Source: an optimization exercise on an open RTL-to-GDS flow (aim: small area and few clock cycles). Production flows keep margins and buffers that such runs may drop. Only simulation tests tie the RTL to the original design; equivalence was not proved. Power figures rest on the tool's default switching activity, not on a simulated workload.

// ccbd
module ccbd (
    input  wire        clk,
    input  wire        rst,         
    input  wire        restart,
    input  wire        in_valid,
    input  wire [7:0]  in_data,
    output wire        in_ready,
    input  wire        in_close,
    output reg         frm_valid,
    input  wire        frm_ack,
    output wire [31:0] frm_seq,
    output wire [31:0] frm_len,
    output wire [31:0] frm_wid,
    output wire [31:0] frm_hgt,
    input  wire [7:0]  fb_raddr,
    output wire [7:0]  fb_rdata,
    output reg         rpt_valid,
    output wire [2:0]  rpt_code,
    output wire [7:0]  rpt_byte,
    output wire [2:0]  st,
    output wire [3:0]  status,
    output wire [2:0]  last_err,
    output wire [7:0]  err_byte
);
Size: ~4200 cells after synthesis.
export LEC_CHECK = 0
export CAP_MARGIN = 20
export CORE_MARGIN = 2
export CORE_UTILIZATION = 30
export CTS_BUF_LIST = sky130_fd_sc_hd__clkbuf_8
export CTS_CLUSTER_DIAMETER = 50
export CTS_CLUSTER_SIZE = 16
export SLEW_MARGIN = 20
export SYNTH_HIERARCHICAL = 1
create_clock -name core_clock -period 12.0 [get_ports {clk}]
standard.sh (not shown) runs the stock make flow with config.mk's settings and CLKGATE_MAP_FILE= SYNTH_SCRIPT=/design/flow/synth_recipe.tcl, a recipe that flattens the netlist after the stock synthesis.
==> flow/flow/run.sh <==
#!/bin/bash
set -euo pipefail
export BUFFER_PORTS_ARGS="-buffer_cell sky130_fd_sc_hd__buf_1"
export CTS_ARGS="-sink_clustering_enable -repair_clock_nets -dont_use_dummy_load -buf_list sky130_fd_sc_hd__clkbuf_8 -sink_clustering_size 16 -sink_clustering_max_diameter 50"
bash standard.sh finish > standard_flow.log 2>&1
Testbench counts at the start, summed over its fixed seeds: cycles 38,806.
Next try:
--- a/flow/design.v
+++ b/flow/design.v
@@ -26,43 +26,41 @@
                      S_HEADER = 3'd1,
                      S_BODY   = 3'd2,
                      S_CLOSED = 3'd4,
                      S_FAULT  = 3'd5;
     localparam [2:0] E_CCE = 3'd1,
                      E_TSE = 3'd2,
                      E_FSM = 3'd3,
                      E_MV  = 3'd5;
     reg  [2:0]  st_r;
     reg  [3:0]  hidx;
-    reg  [31:0] wid_r, hgt_r;
-    reg  [8:0]  len_r;
-    reg         len_big;
+    reg  [31:0] len_r, wid_r, hgt_r;
     reg         ph;
     reg  [3:0]  hnib;
     reg  [7:0]  bcnt;
     reg  [7:0]  dcnt;
     reg  [31:0] seq;
     reg  [3:0]  status_r;
     reg  [2:0]  last_err_r;
     reg  [7:0]  err_byte_r;
     reg  [2047:0] ring;
     wire [7:0]  bcnt_rot = {bcnt[6:0], bcnt[7]};
     wire [7:0]  wpos     = dcnt - bcnt_rot;
     wire        wpos_ok  = (wpos[5:0] == 6'd0) || (wpos == 8'hFF);
     wire in_body  = (st_r == S_BODY);
     wire stall    = in_body && ph && !wpos_ok;
     assign in_ready = !st_r[2] && !frm_valid && !stall;
     wire take_byte  = in_valid && in_ready;
     wire take_close = in_close && !in_valid && in_ready;
     wire [31:0] hdr_hgt   = {in_data, hgt_r[23:0]};
-    wire        len_fits  = !len_big && (!len_r[8] || (len_r[7:0] == 8'd0));
-    wire        len_zero  = !len_big && (len_r == 9'd0);
+    wire        len_fits  = (len_r[31:9] == 23'd0) && (!len_r[8] || (len_r[7:0] == 8'd0));
+    wire        len_zero  = (len_r == 32'd0);
     wire        wh_zero   = (wid_r == 32'd0) || (hdr_hgt == 32'd0);
     wire        wh_small  = (wid_r[31:12] == 20'd0) && (hdr_hgt[31:12] == 20'd0);
     reg  [12:0] macc;
     reg         mbad;
     reg  [2:0]  mul_h, mul_t;
     always @* begin
         case (hidx[1:0])
             2'd0:    begin mul_h = in_data[2:0];  mul_t = 3'd0;        end
             2'd1:    begin mul_h = hgt_r[5:3];    mul_t = len_r[2:0];  end
             2'd2:    begin mul_h = hgt_r[8:6];    mul_t = len_r[5:3];  end
@@ -139,26 +137,23 @@
                     end else begin
                         status_r[0] <= 1'b1;
                         last_err_r  <= E_MV;
                         err_byte_r  <= in_data;
                         rpt_valid   <= 1'b1;
                     end
                 end
                 S_HEADER: begin
                     case (hidx)
                         4'd0:  len_r[7:0]   <= in_data;
-                        4'd1:  begin
-                                   len_r[8] <= in_data[0];
-                                   len_big  <= (in_data[7:1] != 7'd0);
-                               end
-                        4'd2,
-                        4'd3:  len_big <= len_big || (in_data != 8'd0);
+                        4'd1:  len_r[15:8]  <= in_data;
+                        4'd2:  len_r[23:16] <= in_data;
+                        4'd3:  len_r[31:24] <= in_data;
                         4'd4:  wid_r[7:0]   <= in_data;
                         4'd5:  wid_r[15:8]  <= in_data;
                         4'd6:  wid_r[23:16] <= in_data;
                         4'd7:  wid_r[31:24] <= in_data;
                         4'd8:  hgt_r[7:0]   <= in_data;
                         4'd9:  hgt_r[15:8]  <= in_data;
                         4'd10: hgt_r[23:16] <= in_data;
                         default: hgt_r[31:24] <= in_data;
                     endcase
                     if (hidx == 4'd11) begin
@@ -227,21 +222,21 @@
                 wire [31:0] d;
                 for (gj = 0; gj < 32; gj = gj + 1) begin : g_col
                     assign d[gj] = ring[(gg*32+gj)*8 + gb];
                 end
                 ccbd_ao32 u_row (.d(d), .s(rsel_lo), .y(row[gg]));
             end
             ccbd_ao8 u_col (.d(row), .s(rsel_hi), .y(fb_rdata[gb]));
         end
     endgenerate
     assign frm_seq  = seq;
-    assign frm_len  = {23'd0, len_r};
+    assign frm_len  = len_r;
     assign frm_wid  = wid_r;
     assign frm_hgt  = hgt_r;
     assign rpt_code = last_err_r;
     assign rpt_byte = err_byte_r;
     assign st       = st_r;
     assign status   = status_r;
     assign last_err = last_err_r;
     assign err_byte = err_byte_r;
 endmodule
 module ccbd_ao32 (
The new run produced a clean layout.
Sequential cell count goes up by 22.
Setup slack gets worse by 0.11 ns.
Via count goes up slightly.
Cell area goes up slightly.
Count of clock-buffer cells in the layout goes up by 5.
Global-route usage goes up by 0.13 points.
Maximum frequency goes down slightly.
Routed wire length goes up slightly.
Hold slack gets better by 0.014 ns.
Synthesized area goes up slightly.
Final cell count goes up slightly.
Sequential share of layout area goes up by 0.22 points.
Power goes up slightly.
Testbench counts after the change, summed over its fixed seeds: cycles 38,806.

## what the ideal ports hide
The results above use ideal ports. As a check the final layouts listed here were re-extracted and re-timed, cells and wires unchanged. Step 1 sets driving cells, clkbuf_16 on the clock port and buf_2 on the other inputs (assumed; they add their load-dependent delay and slew). Step 2 times the ports against the registers' clock, not the clock port: input delays grow and output delays shrink by t, the midpoint of the rising clock arrivals with the driver on. Slacks: ideal ports / drivers / drivers and shift; pairs: ideal ports / drivers.
run	t, ns	setup WS [ns]	worst slew at a driven data input, ns
the first run	0.942	2.138 / 2.108 / 2.108	0.13
the second run	0.972	2.030 / 2.007 / 2.007	0.05
After both steps every run listed still meets setup and hold. The setup slack of the first run, which loses most, moves by -0.030 ns with the drivers and by -0.030 ns with both steps.
